Source: an optimization exercise on an open RTL-to-GDS flow (aim: a short achievable clock period and few clock cycles per item). Production flows keep margins and buffers that such runs may drop.
Only simulation tests tie the RTL to the original design; equivalence was not proved.
Power figures rest on the tool's default switching activity, not on a simulated workload.

Setup of quartz:
==> flow/design.v <==
module mppc_tokdec (
    input  wire        clk,
    input  wire        rst,
    input  wire        in_valid,
    output wire        in_ready,
    input  wire [31:0] in_data,
    input  wire        in_last,
    input  wire [1:0]  in_bytes,
    output reg         out_valid,
    input  wire        out_ready,
    output reg  [1:0]  out_type,
    output reg  [7:0]  out_lit,
    output reg  [12:0] out_off,
    output reg  [12:0] out_len
);
    localparam [1:0] T_LIT = 2'd0, T_MATCH = 2'd1, T_END_OK = 2'd2, T_END_ERR = 2'd3;
    localparam [1:0] S_TOK = 2'd0, S_LEN = 2'd1, S_DRAIN = 2'd2;
    reg [63:0] bits;       
    reg [6:0]  cnt;        
    reg        ended;      
    reg [1:0]  state;
    reg [13:0] off_r;      
    wire can_emit = !out_valid || out_ready;
    assign in_ready = (state == S_DRAIN) ? 1'b1 : (!ended && cnt <= 7'd32);
    wire in_fire = in_valid && in_ready;
    wire [2:0]  in_nbytes = in_last ? ({1'b0, in_bytes} + 3'd1) : 3'd4;
    reg  [31:0] in_masked;
    always @(*) begin
        case (in_nbytes)
            3'd1:    in_masked = {in_data[31:24], 24'd0};
            3'd2:    in_masked = {in_data[31:16], 16'd0};
            3'd3:    in_masked = {in_data[31:8], 8'd0};
            default: in_masked = in_data;
        endcase
    end
    reg        tok_go;         
    reg [5:0]  use_tok;
    reg        tok_lit;        
    reg [7:0]  tok_lit_val;
    reg        tok_off;        
    reg [13:0] tok_off_val;
    reg        tok_end_ok;
    reg        tok_err;
    always @(*) begin
        tok_go = 1'b0; use_tok = 6'd0; tok_lit = 1'b0; tok_lit_val = 8'd0;
        tok_off = 1'b0; tok_off_val = 14'd0; tok_end_ok = 1'b0; tok_err = 1'b0;
        if (cnt < 7'd8) begin
            tok_end_ok = ended;
        end else if (!bits[63]) begin
            tok_go = 1'b1; use_tok = 6'd8; tok_lit = 1'b1; tok_lit_val = bits[63:56];
        end else if (!bits[62]) begin
            if (cnt >= 7'd9) begin
                tok_go = 1'b1; use_tok = 6'd9; tok_lit = 1'b1;
                tok_lit_val = {1'b1, bits[61:55]};
            end else begin
                tok_err = ended;
            end
        end else if (bits[63:60] == 4'hF) begin
            if (cnt >= 7'd10) begin
                tok_go = 1'b1; use_tok = 6'd10; tok_off = 1'b1;
                tok_off_val = {8'd0, bits[59:54]};
            end else begin
                tok_err = ended;
            end
        end else if (bits[63:60] == 4'hE) begin
            if (cnt >= 7'd12) begin
                tok_go = 1'b1; use_tok = 6'd12; tok_off = 1'b1;
                tok_off_val = 14'd64 + {6'd0, bits[59:52]};
            end else begin
                tok_err = ended;
            end
        end else begin
            if (cnt >= 7'd16) begin
                tok_go = 1'b1; use_tok = 6'd16; tok_off = 1'b1;
                tok_off_val = 14'd320 + {1'b0, bits[60:48]};
            end else begin
                tok_err = ended;
            end
        end
    end
    reg [3:0]  ones;           
    always @(*) begin
        casez (bits[63:52])
            12'b0???????????: ones = 4'd0;
            12'b10??????????: ones = 4'd1;
            12'b110?????????: ones = 4'd2;
            12'b1110????????: ones = 4'd3;
            12'b11110???????: ones = 4'd4;
            12'b111110??????: ones = 4'd5;
            12'b1111110?????: ones = 4'd6;
            12'b11111110????: ones = 4'd7;
            12'b111111110???: ones = 4'd8;
            12'b1111111110??: ones = 4'd9;
            12'b11111111110?: ones = 4'd10;
            12'b111111111110: ones = 4'd11;
            default:          ones = 4'd12;
        endcase
    end
    wire [3:0]  len_k     = ones + 4'd1;
    wire [5:0]  len_width = (ones == 4'd0) ? 6'd1 : {1'b0, len_k, 1'b0};
    wire [11:0] len_window = bits[(63 - len_k) -: 12];
    wire [11:0] len_field  = len_window >> (4'd12 - len_k);
    wire [13:0] len_val    = (ones == 4'd0) ? 14'd3
                           : ((14'd1 << len_k) + {2'd0, len_field});
    wire        len_twelve = (ones == 4'd12);
    wire        len_have   = !len_twelve && ({1'b0, len_width} <= cnt);
    wire        off_bad    = (off_r == 14'd0) || (off_r > 14'd8191);
    reg [5:0] use_bits;
    always @(*) begin
        use_bits = 6'd0;
        if (state == S_TOK && can_emit && tok_go)
            use_bits = use_tok;
        else if (state == S_LEN && can_emit && len_have)
            use_bits = len_width;
    end
    wire [63:0] bits_used = bits << use_bits;
    wire [6:0]  cnt_used  = cnt - {1'b0, use_bits};
    always @(posedge clk) begin
        if (rst) begin
            bits      <= 64'd0;
            cnt       <= 7'd0;
            ended     <= 1'b0;
            state     <= S_TOK;
            off_r     <= 14'd0;
            out_valid <= 1'b0;
            out_type  <= T_LIT;
            out_lit   <= 8'd0;
            out_off   <= 13'd0;
            out_len   <= 13'd0;
        end else begin
            if (out_valid && out_ready)
                out_valid <= 1'b0;
            if (state != S_DRAIN) begin
                if (in_fire) begin
                    bits  <= bits_used | ({in_masked, 32'd0} >> cnt_used);
                    cnt   <= cnt_used + {1'b0, in_nbytes, 3'd0};
                    ended <= in_last;
                end else begin
                    bits <= bits_used;
                    cnt  <= cnt_used;
                end
            end
            case (state)
                S_TOK: if (can_emit) begin
                    if (tok_lit) begin
                        out_valid <= 1'b1;
                        out_type  <= T_LIT;
                        out_lit   <= tok_lit_val;
                    end else if (tok_off) begin
                        off_r <= tok_off_val;
                        state <= S_LEN;
                    end else if (tok_end_ok || tok_err) begin
                        out_valid <= 1'b1;
                        out_type  <= tok_end_ok ? T_END_OK : T_END_ERR;
                        bits  <= 64'd0;
                        cnt   <= 7'd0;
                        ended <= 1'b0;
                    end
                end
                S_LEN: if (can_emit) begin
                    if (len_have && !off_bad) begin
                        out_valid <= 1'b1;
                        out_type  <= T_MATCH;
                        out_off   <= off_r[12:0];
                        out_len   <= len_val[12:0];
                        state     <= S_TOK;
                    end else if (len_have || len_twelve || ended) begin
                        out_valid <= 1'b1;
                        out_type  <= T_END_ERR;
                        bits  <= 64'd0;
                        cnt   <= 7'd0;
                        state <= (ended || (in_fire && in_last)) ? S_TOK : S_DRAIN;
                        ended <= 1'b0;
                    end
                end
                S_DRAIN: begin
                    if (in_fire && in_last)
                        state <= S_TOK;
                end
                default: state <= S_TOK;
            endcase
        end
    end
endmodule
export LEC_CHECK = 0
export CAP_MARGIN = 20
export CORE_MARGIN = 2
export CORE_UTILIZATION = 40
export SETUP_SLACK_MARGIN = 5
export SLEW_MARGIN = 20
create_clock -name core_clock -period 10.0 [get_ports {clk}]
run.sh (not shown) runs the stock make flow with config.mk's settings and CLKGATE_MAP_FILE= SYNTH_SCRIPT=/design/flow/synth_recipe.tcl, a recipe that flattens the netlist after the stock synthesis.
Testbench counts of quartz, summed over its fixed seeds: cycles 28,377, tokens 19,554.
Changes in sierra relative to quartz:
--- a/flow/design.v
+++ b/flow/design.v
@@ -106,8 +106,39 @@
     wire        len_have   = !len_twelve && ({1'b0, len_width} <= cnt);
     wire        off_bad    = (off_r == 14'd0) || (off_r > 14'd8191);
+    wire [63:0] fb = (bits[63:60] == 4'hF) ? (bits << 10)
+                   : (bits[63:60] == 4'hE) ? (bits << 12) : (bits << 16);
+    wire [5:0] f_olen = (bits[63:60] == 4'hF) ? 6'd10 : (bits[63:60] == 4'hE) ? 6'd12 : 6'd16;
+    reg [3:0] fones;
+    always @(*) begin
+        casez (fb[63:52])
+            12'b0???????????: fones = 4'd0;
+            12'b10??????????: fones = 4'd1;
+            12'b110?????????: fones = 4'd2;
+            12'b1110????????: fones = 4'd3;
+            12'b11110???????: fones = 4'd4;
+            12'b111110??????: fones = 4'd5;
+            12'b1111110?????: fones = 4'd6;
+            12'b11111110????: fones = 4'd7;
+            12'b111111110???: fones = 4'd8;
+            12'b1111111110??: fones = 4'd9;
+            12'b11111111110?: fones = 4'd10;
+            12'b111111111110: fones = 4'd11;
+            default:          fones = 4'd12;
+        endcase
+    end
+    wire [3:0]  f_k      = fones + 4'd1;
+    wire [5:0]  f_width  = (fones == 4'd0) ? 6'd1 : {1'b0, f_k, 1'b0};
+    wire [11:0] f_window = fb[(63 - f_k) -: 12];
+    wire [11:0] f_field  = f_window >> (4'd12 - f_k);
+    wire [13:0] f_len    = (fones == 4'd0) ? 14'd3 : ((14'd1 << f_k) + {2'd0, f_field});
+    wire [6:0]  f_need   = {1'b0, f_olen} + {1'b0, f_width};
+    wire        f_bad    = (tok_off_val == 14'd0) || (tok_off_val > 14'd8191);
+    wire        f_go     = tok_off && (fones != 4'd12) && (f_need <= cnt) && !f_bad;
     reg [5:0] use_bits;
     always @(*) begin
         use_bits = 6'd0;
-        if (state == S_TOK && can_emit && tok_go)
+        if (state == S_TOK && can_emit && f_go)
+            use_bits = f_need[5:0];
+        else if (state == S_TOK && can_emit && tok_go)
             use_bits = use_tok;
         else if (state == S_LEN && can_emit && len_have)
@@ -147,4 +178,9 @@
                         out_type  <= T_LIT;
                         out_lit   <= tok_lit_val;
+                    end else if (f_go) begin
+                        out_valid <= 1'b1;
+                        out_type  <= T_MATCH;
+                        out_off   <= tok_off_val[12:0];
+                        out_len   <= f_len[12:0];
                     end else if (tok_off) begin
                         off_r <= tok_off_val;
Notes after the runs:
Summary of sierra over quartz: final critical delay including setup and external delays saw an increase, combinational power rose by 19%, height of the chip increased by about 13% relative to the old numbers. quartz has a lower count of buffering cells on the critical path with inverters included than sierra. Looking only at area of all placed cells without fillers, and setting everything else aside, the lower value of sierra and quartz goes to quartz. sierra vs. quartz: sequential share of layout area went down by 2.4 points. For sierra, the most common library cell in the layout ignoring fill and taps was sky130_fd_sc_hd__nand2_1, unlike quartz, where it was sky130_fd_sc_hd__mux2i_1. Looking at xor and xnor fraction of the mapped netlist area, sierra sits 0.57 points higher than quartz does. NOTE: worst setup slack in sierra falls short of that of quartz.
Testbench counts of sierra, summed over its fixed seeds: cycles 20,251, tokens 19,554.

afterwards: timing with drivers on the ports:
The flow's constraints put no driver on any port. The routed layouts listed below were extracted and timed again, unchanged, in two steps.
Step 1 (the two cells are an assumption about what drives the block):
set clk [get_ports {clk}]
set_driving_cell -lib_cell sky130_fd_sc_hd__clkbuf_16 $clk
set_driving_cell -lib_cell sky130_fd_sc_hd__buf_2 [delete_from_list [all_inputs] $clk]
Step 2 moves the port delays by t, midway between the first and last clock arrival at a register: inputs arrive t later, outputs are due t later. That takes back most of the time a late clock gives input paths.
Three values: ideal, step 1, step 2; two values: the first two.
run	shift t [ns]	setup WS [ns]	worst hold slack (ns)	worst slew at a driven data input, ns
quartz	0.493	3.308 / 3.308 / 3.308	0.449 / 0.449 / 0.449	0.05
sierra	0.534	1.535 / 1.535 / 1.535	0.479 / 0.479 / 0.479	0.04
After both steps setup and hold are still met in every run listed.
